From an optimization exercise on the open Yosys and OpenROAD flow, aimed at small area, a short achievable clock period and few clock cycles; shortcuts taken in it are not production practice. At most, simulation tests tie the RTL to the original design; equivalence was not proved. Power and IR drop assume default switching activity.

==> tundra <==
// cc_pool
module cc_pool #(
    parameter NCORES = 4         
) (
    input  wire                 clk,
    input  wire                 rst,
    input  wire                 cfg_target_op,
    input  wire                 cfg_palette,
    input  wire                 cfg_tie_red,
    input  wire                 cfg_rot_left,
    input  wire                 cfg_blue_arith,
    input  wire                 cfg_acc_first,
    input  wire [3:0]           cfg_arith_en,
    input  wire                 tick,
    input  wire [NCORES-1:0]    cell_valid,
    input  wire [32*NCORES-1:0] cell_data,
    input  wire [NCORES-1:0]    cell_last,
    output wire [NCORES-1:0]    cell_ready,
    output reg                  out_valid,
    output reg  [1:0]           out_core,
    output reg  [23:0]          out_rgb,
    input  wire                 out_ready,
    output wire [NCORES-1:0]    done
);
    localparam PH_ONE = 2'd0, PH_RAMP = 2'd1, PH_SET2 = 2'd2, PH_LAST = 2'd3;
    localparam PH_WAIT = 2'd0, PH_MDQ = 2'd1, PH_MDR = 2'd2, PH_FIN = 2'd3;
    localparam X_ADD = 3'd0, X_SUB = 3'd1, X_SET = 3'd2, X_ROT = 3'd3,
               X_NOP = 3'd4, X_DLY = 3'd5, X_MUL = 3'd6, X_DIV = 3'd7;
    reg       q_tgt_op, q_palette, q_tie_red, q_rot_left, q_blue_on, q_acc_first;
    reg [3:0] q_en;
    reg       tick_q;
    always @(posedge clk) begin
        q_tgt_op    <= cfg_target_op;
        q_palette   <= cfg_palette;
        q_tie_red   <= cfg_tie_red;
        q_rot_left  <= cfg_rot_left;
        q_blue_on   <= cfg_blue_arith & ~cfg_palette;
        q_acc_first <= cfg_acc_first;
        q_en        <= cfg_arith_en;
        tick_q      <= tick;
    end
    reg [95:0] acc;              
    reg [95:0] opd;              
    reg [3:0]  rdy;              
    reg [3:0]  nd;               
    reg [7:0]  ph;
    reg [11:0] opx;
    reg [3:0]  first, last, done_r;
    assign cell_ready = rdy;
    assign done       = done_r;
    reg  [1:0]  sel;
    reg         sel_v;
    wire        go   = ~out_valid | out_ready;
    wire        fire = sel_v & go;
  ...
Settings: LEC_CHECK=0, ABC_AREA=1, CAP_MARGIN=20, CORE_MARGIN=2, CORE_UTILIZATION=72, CTS_BUF_LIST=sky130_fd_sc_hd__clkbuf_16, CTS_CLUSTER_DIAMETER=60, CTS_CLUSTER_SIZE=25, SLEW_MARGIN=20; clock period 15.5 ns.
standard.sh (not shown) runs the stock make flow with config.mk's settings and CLKGATE_MAP_FILE= SYNTH_SCRIPT=/design/flow/synth_recipe.tcl, a recipe that flattens the netlist after the stock synthesis.
==> flow/flow/run.sh <==
#!/bin/bash
# Standard ORFS layout (the standard.sh, unchanged synthesis), with the
# timing repair steps aimed at a setup slack of 11 ns instead of 0.
bash standard.sh SETUP_SLACK_MARGIN=11 finish > standard.log 2>&1
==> harbor: changes against tundra <==
--- a/flow/design.v
+++ b/flow/design.v
@@ -1,22 +1,21 @@
 module cc_core (
     input  wire [7:0] a,         
     input  wire [7:0] x,         
     input  wire       sub,       
     input  wire       up,        
     input  wire       tgt_op,    
-    input  wire       en,        
     output wire [7:0] as_res,    
     output wire [7:0] step,      
     output wire       mv         
 );
     wire [8:0] s = {1'b0, a} + {1'b0, x ^ {8{sub}}} + {8'd0, sub};
     assign as_res = (s[8] ^ sub) ? {8{~sub}} : s[7:0];
     wire [7:0] t = tgt_op ? x : {8{up}};
-    assign mv   = en & (up ? (a < t) : (a > t));
+    assign mv   = up ? (a < t) : (a > t);
     assign step = mv ? (up ? a + 8'd1 : a - 8'd1) : a;
 endmodule
 module cc_pool #(
     parameter NCORES = 4         
 ) (
     input  wire                 clk,
     input  wire                 rst,
@@ -65,68 +64,72 @@
     assign cell_ready = rdy;
     assign done       = done_r;
     reg  [1:0]  sel;
     reg         sel_v;
     wire        go   = ~out_valid | out_ready;
     wire        fire = sel_v & go;
     wire [23:0] eX   = opd[24*sel +: 24];
-    wire [23:0] eA   = acc[24*sel +: 24];
     wire        e_first = first[sel];
+    wire [23:0] eA   = ~e_first ? acc[24*sel +: 24] : q_acc_first ? eX : 24'd0;
     wire [1:0]  e_ph = ph[2*sel +: 2];
     wire [2:0]  e_ox = opx[3*sel +: 3];
     wire [23:0] as_res, step;
     wire [2:0]  mv;
     genvar l;
     generate
         for (l = 0; l < 3; l = l + 1) begin : lane
             cc_core u_lane (
                 .a(eA[8*l +: 8]), .x(eX[8*l +: 8]),
-                .sub(e_ox[0]), .up(e_ox[0]), .tgt_op(q_tgt_op), .en(e_ph == PH_RAMP),
+                .sub(e_ox[0]), .up(e_ox[0]), .tgt_op(q_tgt_op),
                 .as_res(as_res[8*l +: 8]), .step(step[8*l +: 8]), .mv(mv[l]));
         end
     endgenerate
     wire any_mv = |mv;
     wire [23:0] rot = q_rot_left ? {eA[15:0], eA[23:16]} : {eA[7:0], eA[23:8]};
     wire [23:0] cp_res;
     wire        e_md  = (e_ox[2:1] == 2'b11);        
     wire        e_quiet = (e_ph == PH_ONE) & ((e_ox == X_DLY) | e_md);
-    wire r_as  = ~e_first & (e_ph == PH_ONE) & (e_ox[2:1] == 2'b00);
-    wire r_x   = e_first | ((e_ph == PH_ONE) & (e_ox == X_SET)) | ((e_ph == PH_LAST) & ~e_md);
-    wire r_rot = ~e_first & (e_ph == PH_ONE) & (e_ox == X_ROT);
-    wire r_cp  = ~e_first & (e_ph == PH_LAST) & e_md;
-    wire [23:0] xv  = (e_first & ~q_acc_first) ? 24'd0 : eX;
-    wire [23:0] res = r_as  ? {as_res[23:8], q_blue_on ? as_res[7:0] : eA[7:0]}
-                    : r_x   ? xv
-                    : r_rot ? rot
-                    : r_cp  ? cp_res
-                    : step;
-    wire [8:0] e_rg    = {1'b0, eX[15:8]} - {1'b0, eX[23:16]} - {8'd0, q_tie_red};
-    wire       red_dom = e_rg[8];
+    reg [23:0] res;
+    always @(*) begin
+        case (e_ph)
+            PH_ONE:
+                case (e_ox)
+                    X_ADD, X_SUB: res = {as_res[23:8], q_blue_on ? as_res[7:0] : eA[7:0]};
+                    X_SET:        res = eX;
+                    X_ROT:        res = rot;
+                    default:      res = eA;
+                endcase
+            PH_RAMP: res = step;
+            PH_SET2: res = eA;
+            default: res = e_md ? cp_res : eX;       
+        endcase
+    end
+    wire red_dom = (eX[23:16] > eX[15:8]) | ((eX[23:16] == eX[15:8]) & q_tie_red);
     wire [23:0] colour = ~q_palette ? res
                        : red_dom    ? {res[23:16], 16'h0000}
                                     : {8'h00, res[15:8], 8'h00};
     always @(posedge clk) begin
         if (rst)
             out_valid <= 1'b0;
         else if (go)
-            out_valid <= sel_v & ~e_quiet & ~e_first;
+            out_valid <= sel_v & ~e_quiet;
         if (go) begin
             out_core <= sel;
             out_rgb  <= colour;
         end
     end
     wire [6:0] e_dsum = eX[22:16] + eX[14:8] + eX[6:0];
     localparam CP_IDLE = 2'd0, CP_RUN = 2'd1, CP_RES = 2'd2;
     reg  [1:0]  cp_st;
     reg  [1:0]  cp_id;
     reg         cp_div;
     reg  [2:0]  cp_cnt;
     reg  [23:0] cpA, cpR, cpX;
     wire        cp_fin = (cp_st == CP_RUN) & (cp_cnt == 3'd7);
-    wire        cp_take = fire & ~e_first & (e_ph == PH_ONE) & e_md & (cp_st == CP_IDLE);
+    wire        cp_take = fire & (e_ph == PH_ONE) & e_md & (cp_st == CP_IDLE);
     assign cp_res = cpA;
     wire [23:0] cpA_step, cpR_step;
     wire [2:0]  cp_act;
     generate
         for (l = 0; l < 3; l = l + 1) begin : cplane
             wire [7:0] a  = cpA[8*l +: 8];
             wire [7:0] r  = cpR[8*l +: 8];
@@ -152,28 +155,26 @@
             CP_RUN:  if (cp_cnt == 3'd7) cp_st <= CP_RES;
             default: if (fire & (sel == cp_id) & (e_ph == PH_LAST)) cp_st <= CP_IDLE;
         endcase
         if (cp_take) begin
             cp_id  <= sel;
             cp_div <= e_ox[0];
             cpA    <= eA;
+            cpR    <= 24'd0;
             cpX    <= eX;
+            cp_cnt <= 3'd0;
         end else if (cp_st == CP_RUN) begin
+            cp_cnt <= cp_cnt + 3'd1;
             if (~cp_div)
                 cpX <= cpX << 1;
             for (m = 0; m < 3; m = m + 1)
-                if (cp_act[m])
+                if (cp_act[m]) begin
                     cpA[8*m +: 8] <= cpA_step[8*m +: 8];
-        end
-        if (cp_st == CP_RUN) begin
-            cpR    <= cpR_step;
-            cp_cnt <= cp_cnt + 3'd1;
-        end else begin
-            cpR    <= 24'd0;
-            cp_cnt <= 3'd0;
+                    cpR[8*m +: 8] <= cpR_step[8*m +: 8];
+                end
         end
     end
     wire       cp_free = (cp_st == CP_RES) & fire & (sel == cp_id) & (e_ph == PH_LAST);
     wire [3:0] mdq;
     reg  [3:0] wake;
     integer i;
     always @(*) begin
@@ -209,23 +210,22 @@
             wire [1:0] p   = ph[2*k +: 2];
             wire [2:0] ox  = opx[3*k +: 3];
             wire [6:0] dc  = opd[24*k +: 7];
             wire in_wait = ~rdy[k] & ~nd[k] & (p == PH_WAIT);
             wire in_fin  = ~rdy[k] & ~nd[k] & (p == PH_FIN);
             assign mdq[k] = ~rdy[k] & ~nd[k] & (p == PH_MDQ);
             wire me      = fire & (sel == k);
-            wire me_n    = me & ~first[k];           
             wire s_dly   = (p == PH_ONE) & (ox == X_DLY);
             wire s_md    = (p == PH_ONE) & (ox[2:1] == 2'b11);
             wire s_end   = ((p == PH_ONE) & ~s_md & ~s_dly) | (p == PH_LAST);
             wire dly0    = (e_dsum == 7'd0);
             wire w_end   = in_wait & tick_q & (dc == 7'd1);
-            wire c_end   = (me_n & (s_end | (s_dly & dly0))) | w_end;
+            wire c_end   = (me & (s_end | (s_dly & dly0))) | w_end;
             wire out_busy = out_valid & (out_core == k) & ~out_ready;
-            wire stay = nd[k] & ~((sel == k) & sel_v & ~first[k] &
+            wire stay = nd[k] & ~((sel == k) & sel_v &
                                   ((p == PH_ONE) | (p == PH_LAST)));
             wire woke = wake[k] | (cp_fin & (cp_id == k));
             assign nd_d[k] = ~rst & (rdy[k] ? cell_valid[k]
                                    : go     ? (stay | woke) : (nd[k] | woke));
             always @(posedge clk) begin
                 if (rst) begin
                     rdy[k]    <= 1'b1;
@@ -243,29 +243,29 @@
                 nd[k] <= nd_d[k];
                 if (accept) begin
                     last[k]       <= cell_last[k];
                     ph[2*k +: 2]  <= dph;
                     opx[3*k +: 3] <= dox;
                 end else if (c_end) begin
                     ph[2*k +: 2]  <= PH_FIN;         
-                end else if (me_n) begin
+                end else if (me) begin
                     if (s_dly)                      ph[2*k +: 2] <= PH_WAIT;
                     else if (s_md)                  ph[2*k +: 2] <= cp_take ? PH_MDR : PH_MDQ;
                     else if (p == PH_SET2)          ph[2*k +: 2] <= PH_LAST;
                     else if (~any_mv)               ph[2*k +: 2] <= PH_SET2;    
                 end else if (wake[k]) begin
                     ph[2*k +: 2]  <= PH_ONE;
                 end else if (cp_fin & (cp_id == k)) begin
                     ph[2*k +: 2]  <= PH_LAST;
                 end
                 if (me)
                     acc[24*k +: 24] <= res;
                 if (rdy[k])
                     opd[24*k +: 24] <= cell_data[32*k+8 +: 24];
-                else if (me_n & s_dly)
+                else if (me & s_dly)
                     opd[24*k +: 7]  <= e_dsum;
                 else if (in_wait & tick_q)
                     opd[24*k +: 7]  <= dc - 7'd1;
             end
         end
     endgenerate
     reg [1:0] nsel;
==> flow/flow/run.sh (replaced) <==
#!/bin/bash
# Standard ORFS layout (the standard.sh, unchanged synthesis), with the
# timing repair steps aimed at a setup slack of 10.5 ns instead of 0.
bash standard.sh SETUP_SLACK_MARGIN=10.5 finish > standard.log 2>&1
- ABC_AREA: 1 -> unset
- CORE_UTILIZATION: 72 -> 60
- CTS_BUF_LIST: sky130_fd_sc_hd__clkbuf_16 -> unset
- CTS_CLUSTER_DIAMETER: 60 -> unset
- CTS_CLUSTER_SIZE: 25 -> unset
==> metrics.log <==
INFO  metric final_estimated_routing_congestion_in_global_placement = a little over 1
INFO  metric most_common_library_cell_in_the_layout_ignoring_fill_and_taps = sky130_fd_sc_hd__edfxtp_1
INFO  metric run_status = timing/DRC/antenna clean
INFO  metric final_cells = between 3,000 and 4,000
INFO  metric maxSlewHeadroom = about 14%
INFO  metric tightestPinTransition = 1280 ps
INFO  metric synthMostInstantiatedCell = sky130_fd_sc_hd__edfxtp_1
INFO  metric powerDensity = around 170 nW/um2
INFO  metric buffers = ~260
INFO  metric grt_max_degree = 55
INFO  metric powerClk = ~0.00093 W
INFO  metric floorplan.core_area = slightly below 40,000 um2
INFO  metric clock_insertion_delay_worst_skew = ~570 ps
That was harbor.
==> metrics.log <==
INFO  metric clock_insertion_delay_worst_skew = ~610 ps
INFO  metric final_estimated_routing_congestion_in_global_placement = just over 1
INFO  metric synthMostInstantiatedCell = sky130_fd_sc_hd__nand2_1
INFO  metric globalRoute.busiestLayer = met2
INFO  metric run_status = timing/DRC/antenna clean
INFO  metric grt_max_degree = 77
INFO  metric post_synth_inst_count = about 2,800
INFO  metric floorplan.core_area = approximately 31,000 um2
INFO  metric powerClk = 0.000844 W
INFO  metric share_clk_of_total_power = 12.3%
INFO  metric powerDensity = between 200 and 300 nW/um2
INFO  metric detail-route-antenna-nets = 0
INFO  metric final_cell_mix = 719 x sky130_fd_sc_hd__nand2_1, 319 x sky130_fd_sc_hd__inv_1, 293 x sky130_fd_sc_hd__edfxtp_1
INFO  metric whs_endpoint = cp_cnt[0]
INFO  metric tightestPinTransition = roughly 1000 ps
INFO  metric most_common_library_cell_in_the_layout_ignoring_fill_and_taps = sky130_fd_sc_hd__nand2_1
INFO  metric final_cells = between 3,000 and 4,000
INFO  metric buffers = 229
That was tundra.
Testbench counts of tundra, summed over its fixed seeds: cycles 225,125.
For harbor, only the layout was checked, not whether the RTL still works.

---

==> 04-22 <==
==> flow/design.v <==
module cc_core (
    input  wire [7:0] a,         
    input  wire [7:0] x,         
    input  wire       sub,       
    input  wire       up,        
    input  wire       tgt_op,    
    input  wire       en,        
    output wire [7:0] as_res,    
    output wire [7:0] step,      
    output wire       mv         
);
    wire [8:0] s = {1'b0, a} + {1'b0, x ^ {8{sub}}} + {8'd0, sub};
    assign as_res = (s[8] ^ sub) ? {8{~sub}} : s[7:0];
    wire [7:0] t = tgt_op ? x : {8{up}};
    assign mv   = en & (up ? (a < t) : (a > t));
    assign step = mv ? (up ? a + 8'd1 : a - 8'd1) : a;
endmodule
module cc_pool #(
    parameter NCORES = 4         
) (
    input  wire                 clk,
    input  wire                 rst,
    input  wire                 cfg_target_op,
    input  wire                 cfg_palette,
    input  wire                 cfg_tie_red,
    input  wire                 cfg_rot_left,
    input  wire                 cfg_blue_arith,
    input  wire                 cfg_acc_first,
    input  wire [3:0]           cfg_arith_en,
    input  wire                 tick,
    input  wire [NCORES-1:0]    cell_valid,
    input  wire [32*NCORES-1:0] cell_data,
    input  wire [NCORES-1:0]    cell_last,
    output wire [NCORES-1:0]    cell_ready,
    output reg                  out_valid,
    output reg  [1:0]           out_core,
    output reg  [23:0]          out_rgb,
    input  wire                 out_ready,
    output wire [NCORES-1:0]    done
);
    localparam PH_ONE = 2'd0, PH_RAMP = 2'd1, PH_SET2 = 2'd2, PH_LAST = 2'd3;
    localparam PH_WAIT = 2'd0, PH_MDQ = 2'd1, PH_MDR = 2'd2, PH_FIN = 2'd3;
    localparam X_ADD = 3'd0, X_SUB = 3'd1, X_SET = 3'd2, X_ROT = 3'd3,
               X_NOP = 3'd4, X_DLY = 3'd5, X_MUL = 3'd6, X_DIV = 3'd7;
    reg       q_tgt_op, q_palette, q_tie_red, q_rot_left, q_blue_on, q_acc_first;
    reg [3:0] q_en;
    reg       tick_q;
    always @(posedge clk) begin
        q_tgt_op    <= cfg_target_op;
        q_palette   <= cfg_palette;
        q_tie_red   <= cfg_tie_red;
        q_rot_left  <= cfg_rot_left;
        q_blue_on   <= cfg_blue_arith & ~cfg_palette;
        q_acc_first <= cfg_acc_first;
        q_en        <= cfg_arith_en;
        tick_q      <= tick;
    end
    reg [95:0] acc;              
    reg [95:0] opd;              
    reg [3:0]  rdy;              
    reg [3:0]  nd;               
    reg [7:0]  ph;
    reg [11:0] opx;
    reg [3:0]  first, last, done_r;
    assign cell_ready = rdy;
    assign done       = done_r;
    reg  [1:0]  sel;
    reg         sel_v;
    wire        go   = ~out_valid | out_ready;
    wire        fire = sel_v & go;
    wire [23:0] eX   = opd[24*sel +: 24];
    wire [23:0] eA   = acc[24*sel +: 24];
    wire        e_first = first[sel];
    wire [1:0]  e_ph = ph[2*sel +: 2];
    wire [2:0]  e_ox = opx[3*sel +: 3];
    wire [23:0] as_res, step;
    wire [2:0]  mv;
    genvar l;
    generate
        for (l = 0; l < 3; l = l + 1) begin : lane
            cc_core u_lane (
                .a(eA[8*l +: 8]), .x(eX[8*l +: 8]),
                .sub(e_ox[0]), .up(e_ox[0]), .tgt_op(q_tgt_op), .en(e_ph == PH_RAMP),
                .as_res(as_res[8*l +: 8]), .step(step[8*l +: 8]), .mv(mv[l]));
        end
    endgenerate
    wire any_mv = |mv;
    wire [23:0] rot = q_rot_left ? {eA[15:0], eA[23:16]} : {eA[7:0], eA[23:8]};
    wire [23:0] cp_res;
    wire        e_md  = (e_ox[2:1] == 2'b11);        
    wire        e_quiet = (e_ph == PH_ONE) & ((e_ox == X_DLY) | e_md);
    wire r_as  = ~e_first & (e_ph == PH_ONE) & (e_ox[2:1] == 2'b00);
    wire r_x   = e_first | ((e_ph == PH_ONE) & (e_ox == X_SET)) | ((e_ph == PH_LAST) & ~e_md);
    wire r_rot = ~e_first & (e_ph == PH_ONE) & (e_ox == X_ROT);
    wire r_cp  = ~e_first & (e_ph == PH_LAST) & e_md;
    wire [23:0] xv  = (e_first & ~q_acc_first) ? 24'd0 : eX;
    wire [23:0] res = r_as  ? {as_res[23:8], q_blue_on ? as_res[7:0] : eA[7:0]}
                    : r_x   ? xv
                    : r_rot ? rot
                    : r_cp  ? cp_res
                    : step;
    wire [8:0] e_rg    = {1'b0, eX[15:8]} - {1'b0, eX[23:16]} - {8'd0, q_tie_red};
    wire       red_dom = e_rg[8];
    wire [23:0] colour = ~q_palette ? res
                       : red_dom    ? {res[23:16], 16'h0000}
                                    : {8'h00, res[15:8], 8'h00};
    always @(posedge clk) begin
        if (rst)
            out_valid <= 1'b0;
        else if (go)
            out_valid <= sel_v & ~e_quiet & ~e_first;
        if (go) begin
            out_core <= sel;
            out_rgb  <= colour;
        end
    end
    wire [6:0] e_dsum = eX[22:16] + eX[14:8] + eX[6:0];
    localparam CP_IDLE = 2'd0, CP_RUN = 2'd1, CP_RES = 2'd2;
    reg  [1:0]  cp_st;
    reg  [1:0]  cp_id;
    reg         cp_div;
    reg  [2:0]  cp_cnt;
    reg  [23:0] cpA, cpR, cpX;
    wire        cp_fin = (cp_st == CP_RUN) & (cp_cnt == 3'd7);
    wire        cp_take = fire & ~e_first & (e_ph == PH_ONE) & e_md & (cp_st == CP_IDLE);
    assign cp_res = cpA;
    wire [23:0] cpA_step, cpR_step;
    wire [2:0]  cp_act;
    generate
        for (l = 0; l < 3; l = l + 1) begin : cplane
            wire [7:0] a  = cpA[8*l +: 8];
            wire [7:0] r  = cpR[8*l +: 8];
            wire [7:0] x  = cpX[8*l +: 8];
            wire       xb = x[7];                    
            wire [8:0] p  = {r, cp_div & a[7]};
            wire [8:0] q  = cp_div ? ~{1'b0, x} : {1'b0, xb ? a : 8'h00};
            wire [9:0] s  = {1'b0, p} + {1'b0, q} + {9'd0, cp_div};
            wire       ge = s[9];
            wire [7:0] r_n = (cp_div & ~ge) ? p[7:0] : s[7:0];
            assign cp_act[l] = (~cp_div | (|x)) & ((l != 0) | q_blue_on);
            assign cpR_step[8*l +: 8] = r_n;
            assign cpA_step[8*l +: 8] = cp_div ? {a[6:0], ge}
                                      : (cp_cnt == 3'd7) ? r_n : a;
        end
    endgenerate
    integer m;
    always @(posedge clk) begin
        if (rst)
            cp_st <= CP_IDLE;
        else case (cp_st)
            CP_IDLE: if (cp_take) cp_st <= CP_RUN;
            CP_RUN:  if (cp_cnt == 3'd7) cp_st <= CP_RES;
            default: if (fire & (sel == cp_id) & (e_ph == PH_LAST)) cp_st <= CP_IDLE;
        endcase
        if (cp_take) begin
            cp_id  <= sel;
            cp_div <= e_ox[0];
            cpA    <= eA;
            cpX    <= eX;
        end else if (cp_st == CP_RUN) begin
            if (~cp_div)
                cpX <= cpX << 1;
            for (m = 0; m < 3; m = m + 1)
                if (cp_act[m])
                    cpA[8*m +: 8] <= cpA_step[8*m +: 8];
        end
        if (cp_st == CP_RUN) begin
            cpR    <= cpR_step;
            cp_cnt <= cp_cnt + 3'd1;
        end else begin
            cpR    <= 24'd0;
            cp_cnt <= 3'd0;
        end
    end
    wire       cp_free = (cp_st == CP_RES) & fire & (sel == cp_id) & (e_ph == PH_LAST);
    wire [3:0] mdq;
    reg  [3:0] wake;
    integer i;
    always @(*) begin
        wake = 4'd0;
        for (i = 3; i >= 0; i = i - 1)
            if (mdq[i]) wake = 4'd1 << i;
        if (!cp_free) wake = 4'd0;
    end
    wire [3:0] nd_d;
    genvar k;
    generate
        for (k = 0; k < 4; k = k + 1) begin : core
            wire [7:0] c_op = cell_data[32*k +: 8];
            wire accept = rdy[k] & cell_valid[k];
            reg [1:0] dph;
            reg [2:0] dox;
            always @(*) begin
                dph = PH_ONE;
                dox = X_NOP;
                case (c_op)
                    8'd0: dox = X_DLY;
                    8'd1: if (q_en[0]) dox = X_ADD;
                    8'd2: if (q_en[1]) dox = X_SUB;
                    8'd3: if (q_en[2]) dox = X_MUL;
                    8'd4: if (q_en[3]) dox = X_DIV;
                    8'd5: dox = X_SET;
                    8'd6: dox = X_ROT;
                    8'd7: begin dph = PH_RAMP; dox = 3'd0; end
                    8'd8: begin dph = PH_RAMP; dox = 3'd1; end
                    default: ;
                endcase
            end
            wire [1:0] p   = ph[2*k +: 2];
            wire [2:0] ox  = opx[3*k +: 3];
            wire [6:0] dc  = opd[24*k +: 7];
            wire in_wait = ~rdy[k] & ~nd[k] & (p == PH_WAIT);
            wire in_fin  = ~rdy[k] & ~nd[k] & (p == PH_FIN);
            assign mdq[k] = ~rdy[k] & ~nd[k] & (p == PH_MDQ);
            wire me      = fire & (sel == k);
            wire me_n    = me & ~first[k];           
            wire s_dly   = (p == PH_ONE) & (ox == X_DLY);
            wire s_md    = (p == PH_ONE) & (ox[2:1] == 2'b11);
            wire s_end   = ((p == PH_ONE) & ~s_md & ~s_dly) | (p == PH_LAST);
            wire dly0    = (e_dsum == 7'd0);
            wire w_end   = in_wait & tick_q & (dc == 7'd1);
            wire c_end   = (me_n & (s_end | (s_dly & dly0))) | w_end;
            wire out_busy = out_valid & (out_core == k) & ~out_ready;
            wire stay = nd[k] & ~((sel == k) & sel_v & ~first[k] &
                                  ((p == PH_ONE) | (p == PH_LAST)));
            wire woke = wake[k] | (cp_fin & (cp_id == k));
            assign nd_d[k] = ~rst & (rdy[k] ? cell_valid[k]
                                   : go     ? (stay | woke) : (nd[k] | woke));
            always @(posedge clk) begin
                if (rst) begin
                    rdy[k]    <= 1'b1;
                    first[k]  <= 1'b1;
                    done_r[k] <= 1'b0;
                end else begin
                    if (me)
                        first[k] <= 1'b0;
                    if (accept)
                        rdy[k]   <= 1'b0;
                    else if (c_end & ~last[k])
                        rdy[k]   <= 1'b1;
                    done_r[k] <= done_r[k] | (in_fin & ~out_busy);
                end
                nd[k] <= nd_d[k];
                if (accept) begin
                    last[k]       <= cell_last[k];
                    ph[2*k +: 2]  <= dph;
                    opx[3*k +: 3] <= dox;
                end else if (c_end) begin
                    ph[2*k +: 2]  <= PH_FIN;         
                end else if (me_n) begin
                    if (s_dly)                      ph[2*k +: 2] <= PH_WAIT;
                    else if (s_md)                  ph[2*k +: 2] <= cp_take ? PH_MDR : PH_MDQ;
                    else if (p == PH_SET2)          ph[2*k +: 2] <= PH_LAST;
                    else if (~any_mv)               ph[2*k +: 2] <= PH_SET2;    
                end else if (wake[k]) begin
                    ph[2*k +: 2]  <= PH_ONE;
                end else if (cp_fin & (cp_id == k)) begin
                    ph[2*k +: 2]  <= PH_LAST;
                end
                if (me)
                    acc[24*k +: 24] <= res;
                if (rdy[k])
                    opd[24*k +: 24] <= cell_data[32*k+8 +: 24];
                else if (me_n & s_dly)
                    opd[24*k +: 7]  <= e_dsum;
                else if (in_wait & tick_q)
                    opd[24*k +: 7]  <= dc - 7'd1;
            end
        end
    endgenerate
    reg [1:0] nsel;
    reg [1:0] cand;
    integer j;
    always @(*) begin
        nsel = sel;
        for (j = 3; j >= 0; j = j - 1) begin
            cand = sel + 2'd1 + j[1:0];
            if (nd_d[cand]) nsel = cand;
        end
    end
    always @(posedge clk) begin
        sel_v <= |nd_d;
        sel   <= rst ? 2'd0 : nsel;
    end
endmodule
==> flow/flow/run.sh <==
#!/bin/bash
# Standard ORFS layout (the standard.sh, unchanged synthesis), with the
# timing repair steps aimed at a setup slack of 11 ns instead of 0.
bash standard.sh SETUP_SLACK_MARGIN=11 finish > standard.log 2>&1
==> flow/standard.sh <==
#!/bin/bash
# synth_recipe.tcl (not shown) runs the flow's synth.tcl, then flattens the netlist and writes it again
# the make line also repeats each setting of config.mk as NAME=value (left out here)
make -C /OpenROAD-flow-scripts/flow DESIGN_CONFIG=/design/flow/config.mk WORK_HOME=/design/flow/orfs CLKGATE_MAP_FILE= SYNTH_SCRIPT=/design/flow/synth_recipe.tcl "${@:-finish}"
==> flow/config.mk <==
export PLATFORM = sky130hd
export DESIGN_NAME = cc_pool
export DESIGN_NICKNAME = cc_pool
export VERILOG_FILES = /design/flow/design.v
export SDC_FILE = /design/flow/constraint.sdc
export NUM_CORES = 4
export LEC_CHECK = 0
export ABC_AREA = 1
export CAP_MARGIN = 20
export CORE_MARGIN = 2
export CORE_UTILIZATION = 60
export CTS_BUF_LIST = sky130_fd_sc_hd__clkbuf_16
export CTS_CLUSTER_DIAMETER = 60
export CTS_CLUSTER_SIZE = 25
export GPL_ROUTABILITY_DRIVEN = 0
export GPL_TIMING_DRIVEN = 0
export SLEW_MARGIN = 20
==> flow/constraint.sdc <==
create_clock -name core_clock -period 15.5 [get_ports {clk}]
set_input_delay 3.1000 -clock core_clock [delete_from_list [all_inputs] [get_ports {clk}]]
set_output_delay 3.1000 -clock core_clock [all_outputs]
set_load 0.01 [all_outputs]
==> inputs of 04-17, as changes to 04-22 <==
--- a/flow/design.v
+++ b/flow/design.v
@@ -4,7 +4,6 @@
     input  wire       sub,       
     input  wire       up,        
     input  wire       tgt_op,    
-    input  wire       en,        
     output wire [7:0] as_res,    
     output wire [7:0] step,      
     output wire       mv         
@@ -12,7 +11,7 @@
     wire [8:0] s = {1'b0, a} + {1'b0, x ^ {8{sub}}} + {8'd0, sub};
     assign as_res = (s[8] ^ sub) ? {8{~sub}} : s[7:0];
     wire [7:0] t = tgt_op ? x : {8{up}};
-    assign mv   = en & (up ? (a < t) : (a > t));
+    assign mv   = up ? (a < t) : (a > t);
     assign step = mv ? (up ? a + 8'd1 : a - 8'd1) : a;
 endmodule
 module cc_pool #(
@@ -69,8 +68,8 @@
     wire        go   = ~out_valid | out_ready;
     wire        fire = sel_v & go;
     wire [23:0] eX   = opd[24*sel +: 24];
-    wire [23:0] eA   = acc[24*sel +: 24];
     wire        e_first = first[sel];
+    wire [23:0] eA   = ~e_first ? acc[24*sel +: 24] : q_acc_first ? eX : 24'd0;
     wire [1:0]  e_ph = ph[2*sel +: 2];
     wire [2:0]  e_ox = opx[3*sel +: 3];
     wire [23:0] as_res, step;
@@ -80,7 +79,7 @@
         for (l = 0; l < 3; l = l + 1) begin : lane
             cc_core u_lane (
                 .a(eA[8*l +: 8]), .x(eX[8*l +: 8]),
-                .sub(e_ox[0]), .up(e_ox[0]), .tgt_op(q_tgt_op), .en(e_ph == PH_RAMP),
+                .sub(e_ox[0]), .up(e_ox[0]), .tgt_op(q_tgt_op),
                 .as_res(as_res[8*l +: 8]), .step(step[8*l +: 8]), .mv(mv[l]));
         end
     endgenerate
@@ -89,18 +88,22 @@
     wire [23:0] cp_res;
     wire        e_md  = (e_ox[2:1] == 2'b11);        
     wire        e_quiet = (e_ph == PH_ONE) & ((e_ox == X_DLY) | e_md);
-    wire r_as  = ~e_first & (e_ph == PH_ONE) & (e_ox[2:1] == 2'b00);
-    wire r_x   = e_first | ((e_ph == PH_ONE) & (e_ox == X_SET)) | ((e_ph == PH_LAST) & ~e_md);
-    wire r_rot = ~e_first & (e_ph == PH_ONE) & (e_ox == X_ROT);
-    wire r_cp  = ~e_first & (e_ph == PH_LAST) & e_md;
-    wire [23:0] xv  = (e_first & ~q_acc_first) ? 24'd0 : eX;
-    wire [23:0] res = r_as  ? {as_res[23:8], q_blue_on ? as_res[7:0] : eA[7:0]}
-                    : r_x   ? xv
-                    : r_rot ? rot
-                    : r_cp  ? cp_res
-                    : step;
-    wire [8:0] e_rg    = {1'b0, eX[15:8]} - {1'b0, eX[23:16]} - {8'd0, q_tie_red};
-    wire       red_dom = e_rg[8];
+    reg [23:0] res;
+    always @(*) begin
+        case (e_ph)
+            PH_ONE:
+                case (e_ox)
+                    X_ADD, X_SUB: res = {as_res[23:8], q_blue_on ? as_res[7:0] : eA[7:0]};
+                    X_SET:        res = eX;
+                    X_ROT:        res = rot;
+                    default:      res = eA;
+                endcase
+            PH_RAMP: res = step;
+            PH_SET2: res = eA;
+            default: res = e_md ? cp_res : eX;       
+        endcase
+    end
+    wire red_dom = (eX[23:16] > eX[15:8]) | ((eX[23:16] == eX[15:8]) & q_tie_red);
     wire [23:0] colour = ~q_palette ? res
                        : red_dom    ? {res[23:16], 16'h0000}
                                     : {8'h00, res[15:8], 8'h00};
@@ -108,7 +111,7 @@
         if (rst)
             out_valid <= 1'b0;
         else if (go)
-            out_valid <= sel_v & ~e_quiet & ~e_first;
+            out_valid <= sel_v & ~e_quiet;
         if (go) begin
             out_core <= sel;
             out_rgb  <= colour;
@@ -122,7 +125,7 @@
     reg  [2:0]  cp_cnt;
     reg  [23:0] cpA, cpR, cpX;
     wire        cp_fin = (cp_st == CP_RUN) & (cp_cnt == 3'd7);
-    wire        cp_take = fire & ~e_first & (e_ph == PH_ONE) & e_md & (cp_st == CP_IDLE);
+    wire        cp_take = fire & (e_ph == PH_ONE) & e_md & (cp_st == CP_IDLE);
     assign cp_res = cpA;
     wire [23:0] cpA_step, cpR_step;
     wire [2:0]  cp_act;
@@ -156,20 +159,18 @@
             cp_id  <= sel;
             cp_div <= e_ox[0];
             cpA    <= eA;
+            cpR    <= 24'd0;
             cpX    <= eX;
+            cp_cnt <= 3'd0;
         end else if (cp_st == CP_RUN) begin
+            cp_cnt <= cp_cnt + 3'd1;
             if (~cp_div)
                 cpX <= cpX << 1;
             for (m = 0; m < 3; m = m + 1)
-                if (cp_act[m])
+                if (cp_act[m]) begin
                     cpA[8*m +: 8] <= cpA_step[8*m +: 8];
-        end
-        if (cp_st == CP_RUN) begin
-            cpR    <= cpR_step;
-            cp_cnt <= cp_cnt + 3'd1;
-        end else begin
-            cpR    <= 24'd0;
-            cp_cnt <= 3'd0;
+                    cpR[8*m +: 8] <= cpR_step[8*m +: 8];
+                end
         end
     end
     wire       cp_free = (cp_st == CP_RES) & fire & (sel == cp_id) & (e_ph == PH_LAST);
@@ -213,15 +214,14 @@
             wire in_fin  = ~rdy[k] & ~nd[k] & (p == PH_FIN);
             assign mdq[k] = ~rdy[k] & ~nd[k] & (p == PH_MDQ);
             wire me      = fire & (sel == k);
-            wire me_n    = me & ~first[k];           
             wire s_dly   = (p == PH_ONE) & (ox == X_DLY);
             wire s_md    = (p == PH_ONE) & (ox[2:1] == 2'b11);
             wire s_end   = ((p == PH_ONE) & ~s_md & ~s_dly) | (p == PH_LAST);
             wire dly0    = (e_dsum == 7'd0);
             wire w_end   = in_wait & tick_q & (dc == 7'd1);
-            wire c_end   = (me_n & (s_end | (s_dly & dly0))) | w_end;
+            wire c_end   = (me & (s_end | (s_dly & dly0))) | w_end;
             wire out_busy = out_valid & (out_core == k) & ~out_ready;
-            wire stay = nd[k] & ~((sel == k) & sel_v & ~first[k] &
+            wire stay = nd[k] & ~((sel == k) & sel_v &
                                   ((p == PH_ONE) | (p == PH_LAST)));
             wire woke = wake[k] | (cp_fin & (cp_id == k));
             assign nd_d[k] = ~rst & (rdy[k] ? cell_valid[k]
@@ -247,7 +247,7 @@
                     opx[3*k +: 3] <= dox;
                 end else if (c_end) begin
                     ph[2*k +: 2]  <= PH_FIN;         
-                end else if (me_n) begin
+                end else if (me) begin
                     if (s_dly)                      ph[2*k +: 2] <= PH_WAIT;
                     else if (s_md)                  ph[2*k +: 2] <= cp_take ? PH_MDR : PH_MDQ;
                     else if (p == PH_SET2)          ph[2*k +: 2] <= PH_LAST;
@@ -261,7 +261,7 @@
                     acc[24*k +: 24] <= res;
                 if (rdy[k])
                     opd[24*k +: 24] <= cell_data[32*k+8 +: 24];
-                else if (me_n & s_dly)
+                else if (me & s_dly)
                     opd[24*k +: 7]  <= e_dsum;
                 else if (in_wait & tick_q)
                     opd[24*k +: 7]  <= dc - 7'd1;
==> flow/flow/run.sh (replaced) <==
#!/bin/bash
# Standard ORFS layout (the standard.sh, unchanged synthesis), with the
# timing repair steps aimed at a setup slack of 10 ns instead of 0.
bash standard.sh SETUP_SLACK_MARGIN=10 finish > standard.log 2>&1
==> flow/config.mk (replaced) <==
export PLATFORM = sky130hd
export DESIGN_NAME = cc_pool
export DESIGN_NICKNAME = cc_pool
export VERILOG_FILES = /design/flow/design.v
export SDC_FILE = /design/flow/constraint.sdc
export NUM_CORES = 4
export LEC_CHECK = 0
export CAP_MARGIN = 20
export CORE_MARGIN = 2
export CORE_UTILIZATION = 60
export SLEW_MARGIN = 20
==> qor summary <==
| metric | 04-22 | 04-17 |
|---|---|---|
| Run status | timing/DRC/antenna clean | timing/DRC/antenna clean |
| Count of buffers not belonging to the clock network in the layout | 310 | 220 |
| Min cycle time layout | 4460 ps | 5370 ps |
| Instance area after placement | 0.0253 sq mm | 0.0256 sq mm |
| Layout clock area frac | 3.84% | 4.76% |
| Non-clock buffering overhead in the final layout | 10.0% | 8.10% |
| Non-filler instance count after layout | 3543 | 3029 |
| DPL Wire Length | 56700 um | 55000 um |
| Area used by multi-input combinational logic | 0.0114 sq mm | 0.0126 sq mm |
| Non-Filler Cell Area, Final | 0.0271 sq mm | 0.0272 sq mm |
| Synthesized Nets | 3064 | 2635 |
| Period utilization | 28.8% | 34.6% |
| Worst setup EP type | output pin | flip-flop |
| Routed wl met2 | 34600 um | 36000 um |
| Die Span X | 198 um | 202 um |
| Sequential power share | 20.9% | 29.9% |
| Total area of sequential cells | 0.0100 sq mm | 0.0100 sq mm |
| Final-layout fill cell count | 2930 | 2884 |
| Tapcells inserted | 511 | 518 |
| IO Port Bufs | 183 | 184 |
| Internal power consumption | 3.23 mW | 2.68 mW |
| Height of the die | 198 um | 202 um |
| Clock group power | 0.799 mW | 0.947 mW |
| Mean post-synth cell area | 8.22 sq um | 10.1 sq um |
| Least-Margin Pin Slew | 944 ps | 1190 ps |
| Pwr Total | 6.82 mW | 4.55 mW |
Testbench counts of 04-22, summed over its fixed seeds: cycles 225,125.
For 04-17, only the layout was checked, not whether the RTL still works.

==> re-timing with driven ports <==
How much do the figures lean on ideal ports? The routed layouts below were timed once more, with nothing changed but the port constraints. Step 1 sets driving cells, clkbuf_16 on the clock port and buf_2 on the other inputs (assumed; they add their load-dependent delay and slew). Step 2 times the ports against the registers' clock, not the clock port: input delays grow and output delays shrink by t, the midpoint of the rising clock arrivals with the driver on. Three values: no drivers, after step 1, after step 2; two values: the first two.
run | shift t [ns] | slack for setup (ns) | worst setup path after step 2 | latest minus earliest clock arrival (ns)
tundra | 0.645 | 10.996 / 10.971 / 10.394 | input to register | 0.042 / 0.042
harbor | 0.613 | 10.507 / 10.486 / 10.170 | input to register | 0.032 / 0.032
04-22 | 0.655 | 11.037 / 10.981 / 10.434 | input to register | 0.043 / 0.044
04-17 | 0.610 | 10.131 / 10.131 / 9.588 | input to register | 0.021 / 0.020
After both steps setup and hold are still met in every run listed. The setup slack of 04-22, which loses most, moves by -0.056 ns with the drivers and by -0.603 ns with both steps.
